What follows belongs to an exercise in optimizing a design on an open flow for small area, a short achievable clock period and few clock cycles; a production flow would make more cautious choices. Where RTL was checked, it was by simulation tests only, not by an equivalence proof against the original. Power is estimated from default activity; no workload was simulated.

Design barker_xcorr, start of the top module:
module barker_xcorr (
    input  wire               clk,
    input  wire               rst,           
    input  wire [3:0]         cfg_hdr,       
    input  wire [1:0]         cfg_mod,       
    input  wire [17:0]        cfg_trig,      
    input  wire [15:0]        cfg_hitcap,    
    input  wire               in_valid,
    output reg                in_ready,
    input  wire               in_last,
    input  wire signed [7:0]  in_re,
    input  wire signed [7:0]  in_im,
    output reg                hr_valid,
    output wire [16:0]        hr_idx,
    output reg  signed [17:0] hr_val,
    output reg                hi_valid,
    output wire [16:0]        hi_idx,
    output reg  signed [17:0] hi_val,
    output reg                done,
    output wire [15:0]        nhr,
    output wire [15:0]        nhi,
    output wire               hitovf,
    output reg                desync
);
Size: roughly 2000 cells after synthesis, roughly 380 flip-flops, about 170 I/O pins, roughly 0.022 mm² of cells after synthesis.
==> flow/config.mk <==
export PLATFORM = sky130hd
export DESIGN_NAME = barker_xcorr
export DESIGN_NICKNAME = barker_xcorr
export VERILOG_FILES = /design/flow/design.v
export SDC_FILE = /design/flow/constraint.sdc
export NUM_CORES = 4
export LEC_CHECK = 0
export CAP_MARGIN = 20
export CORE_MARGIN = 2
export CORE_UTILIZATION = 40
export SLEW_MARGIN = 20
==> flow/constraint.sdc <==
create_clock -name core_clock -period 22.0 [get_ports {clk}]
set_input_delay 4.4000 -clock core_clock [delete_from_list [all_inputs] [get_ports {clk}]]
set_output_delay 4.4000 -clock core_clock [all_outputs]
set_load 0.01 [all_outputs]
run.sh (not shown) runs the stock make flow with config.mk's settings and CLKGATE_MAP_FILE= SYNTH_SCRIPT=/design/flow/synth_recipe.tcl, a recipe that flattens the netlist after the stock synthesis.
The starting point finished clean.
Next try:
==> flow/flow/run.sh (new file) <==
#!/bin/bash
# Standard ORFS layout; repair_timing aims for 16.5 ns of setup slack.
set -euo pipefail
bash standard.sh SETUP_SLACK_MARGIN=16.5 finish > standard_flow.log 2>&1
==> flow/standard.sh (new file) <==
#!/bin/bash
# synth_recipe.tcl (not shown) runs the flow's synth.tcl, then flattens the netlist and writes it again
# the make line also repeats each setting of config.mk as NAME=value (left out here)
make -C /OpenROAD-flow-scripts/flow DESIGN_CONFIG=/design/flow/config.mk WORK_HOME=/design/flow/orfs CLKGATE_MAP_FILE= SYNTH_SCRIPT=/design/flow/synth_recipe.tcl "${@:-finish}"
removed: flow/run.sh
The changed run completed with no timing, DRC or antenna violations.
Via count is higher by a little under a tenth.
Utilization went up by 6.3 points.
Worst setup slack is better by 1.6 ns.
First-iteration DRC count climbs by about a fifth.
Routed wire length climbs by about a fifth.
Die area does not change.
Hold slack improved by 0.0053 ns.
Next try:
==> flow/flow/run.sh (replaced) <==
#!/bin/bash
# Standard ORFS layout; repair_timing aims for 15 ns of setup slack.
set -euo pipefail
bash standard.sh SETUP_SLACK_MARGIN=15 finish > standard_flow.log 2>&1
What happened:
- fmax came out lower by a few percent
- die area stays the same
- global-route usage came out lower by 2.4 points
Function was not checked in any run of this note: the RTL went through the layout flow alone.


barker_xcorr, a different RTL version from the one above (not shown whole).
Size in the first run: about 1700 cells after synthesis, roughly 400 flip-flops, ~170 I/O pins, roughly 0.021 mm^2 of cells after synthesis.
==> flow/config.mk <==
export PLATFORM = sky130hd
export DESIGN_NAME = barker_xcorr
export DESIGN_NICKNAME = barker_xcorr
export VERILOG_FILES = /design/flow/design.v
export SDC_FILE = /design/flow/constraint.sdc
export NUM_CORES = 4
export LEC_CHECK = 0
export CAP_MARGIN = 20
export CORE_MARGIN = 2
export CORE_UTILIZATION = 60
export SLEW_MARGIN = 20
export SYNTH_HIERARCHICAL = 1
==> flow/constraint.sdc <==
create_clock -name core_clock -period 22.0 [get_ports {clk}]
set_input_delay 4.4000 -clock core_clock [delete_from_list [all_inputs] [get_ports {clk}]]
set_output_delay 4.4000 -clock core_clock [all_outputs]
set_load 0.01 [all_outputs]
standard.sh (not shown) runs the stock make flow with config.mk's settings and CLKGATE_MAP_FILE= SYNTH_SCRIPT=/design/flow/synth_recipe.tcl, a recipe that flattens the netlist after the stock synthesis.
==> flow/flow/run.sh <==
#!/bin/bash
# Standard ORFS layout (standard synthesis) with: port buffers of buf_2;
# a clock tree of larger clusters without dummy loads; repair_timing aiming
# for extra setup slack so that the achieved period is short.
set -euo pipefail
bash standard.sh SETUP_SLACK_MARGIN=16.3 'BUFFER_PORTS_ARGS=-buffer_cell sky130_fd_sc_hd__buf_2' \
  'CTS_ARGS=-sink_clustering_enable -repair_clock_nets -sink_clustering_size 20 -sink_clustering_max_diameter 150 -buf_list sky130_fd_sc_hd__clkbuf_16 -sink_buffer_max_cap_derate 1.0 -dont_use_dummy_load' \
  finish > standard_flow.log 2>&1
Testbench counts at the start, summed over its fixed seeds: cycles 21,174.
Change:
--- a/flow/flow/run.sh
+++ b/flow/flow/run.sh
@@ -6 +6 @@
-bash standard.sh SETUP_SLACK_MARGIN=16.3 'BUFFER_PORTS_ARGS=-buffer_cell sky130_fd_sc_hd__buf_2' \
+bash standard.sh SETUP_SLACK_MARGIN=16.5 'BUFFER_PORTS_ARGS=-buffer_cell sky130_fd_sc_hd__buf_2' \
After rerunning: The changed run finished clean. Via count is about the same. Maximum frequency goes up by 0.40%. Power stays flat.
Change:
--- a/flow/flow/run.sh
+++ b/flow/flow/run.sh
@@ -6 +6 @@
-bash standard.sh SETUP_SLACK_MARGIN=16.5 'BUFFER_PORTS_ARGS=-buffer_cell sky130_fd_sc_hd__buf_2' \
+bash standard.sh SETUP_SLACK_MARGIN=16.8 'BUFFER_PORTS_ARGS=-buffer_cell sky130_fd_sc_hd__buf_2' \
The changed run went through all stages and came out clean.
Sequential cell count stays the same.
Utilization is higher by 3.7 points.
Sequential share of layout area is lower by 1.5 points.
Synthesized cell count is unchanged.
Die area is unchanged.
Total power is higher by 4.8%.
Wire length is higher by about 4%.
Cell area is higher by 5.6%.
Change:
==> flow/flow/run.sh (replaced) <==
#!/bin/bash
# Standard ORFS layout (standard synthesis) with: port buffers of buf_2;
# a clock tree of larger clusters without dummy loads; repair_timing aiming
# for extra setup slack so that the achieved period is short.
set -euo pipefail
bash standard.sh SETUP_SLACK_MARGIN=16.5 'BUFFER_PORTS_ARGS=-buffer_cell sky130_fd_sc_hd__buf_2' \
  'CTS_ARGS=-sink_clustering_enable -repair_clock_nets -sink_clustering_size 25 -sink_clustering_max_diameter 150 -buf_list sky130_fd_sc_hd__clkbuf_16 -sink_buffer_max_cap_derate 1.0 -dont_use_dummy_load' \
  finish > standard_flow.log 2>&1
--- a/flow/config.mk
+++ b/flow/config.mk
@@ -10 +10 @@
-export CORE_UTILIZATION = 60
+export CORE_UTILIZATION = 70
Effect: The changed run ran to the end with no violations; critical path depth is unchanged; final cell count decreases by a few percent; flip-flop and latch count is unchanged; worst setup slack degrades by 0.040 ns; power decreases by a few percent; core utilization increases by 7.0 points; non-clock buffer count decreases by 33; clock-buffer cell count decreases by 4; wire length decreases by a few percent; clock skew barely changes.
Change:
--- a/flow/flow/run.sh
+++ b/flow/flow/run.sh
@@ -7 +7 @@
-  'CTS_ARGS=-sink_clustering_enable -repair_clock_nets -sink_clustering_size 25 -sink_clustering_max_diameter 150 -buf_list sky130_fd_sc_hd__clkbuf_16 -sink_buffer_max_cap_derate 1.0 -dont_use_dummy_load' \
+  'CTS_ARGS=-sink_clustering_enable -repair_clock_nets -sink_clustering_size 20 -sink_clustering_max_diameter 150 -buf_list sky130_fd_sc_hd__clkbuf_16 -sink_buffer_max_cap_derate 1.0 -dont_use_dummy_load' \
--- a/flow/config.mk
+++ b/flow/config.mk
@@ -10 +10 @@
-export CORE_UTILIZATION = 70
+export CORE_UTILIZATION = 40
Outcome:
- The changed run went through all stages and came out clean
- utilization goes down by 32 points
- maximum frequency stays flat
- cell area went up by 1.9%
- hold slack is about the same

[re-timing with driven ports]
The results above use ideal ports. As a check the final layouts listed here were re-extracted and re-timed, cells and wires unchanged.
Step 1: set_driving_cell puts a clkbuf_16 on clk and a buf_2 on each other input, an assumption about the parent block.
Step 2, shift: input delay + t, output delay - t, t = (earliest + latest rising clock arrival at the registers) / 2. This alone moves slack from input paths to output paths.
a / b / c = ideal ports / drivers / drivers and shift; a / b = the first two.
run	t, ns	setup WS [ns]	hold slack, ns	worst setup path at the end
the first run of note 1	0.618	14.076 / 14.076 / 14.076	0.336 / 0.336 / 0.336	register to register
the second run of note 1	0.627	15.712 / 15.712 / 15.712	0.341 / 0.341 / 0.341	register to register
the third run of note 1	0.627	15.310 / 15.310 / 15.310	0.342 / 0.342 / 0.342	register to register
the first run of note 2	0.591	16.546 / 16.492 / 16.167	0.329 / 0.329 / 0.329	input to register
the second run of note 2	0.588	16.568 / 16.511 / 16.204	0.307 / 0.307 / 0.307	input to register
the third run of note 2	0.589	16.598 / 16.545 / 16.208	0.331 / 0.331 / 0.331	input to register
the fourth run of note 2	0.579	16.558 / 16.505 / 16.051	0.329 / 0.329 / 0.329	input to register
the fifth run of note 2	0.598	16.548 / 16.493 / 16.261	0.330 / 0.330 / 0.330	input to register
After both steps every run listed still meets setup and hold. For the fourth run of note 2, which loses most, drivers alone change the setup slack by -0.053 ns; drivers and shift together by -0.507 ns.
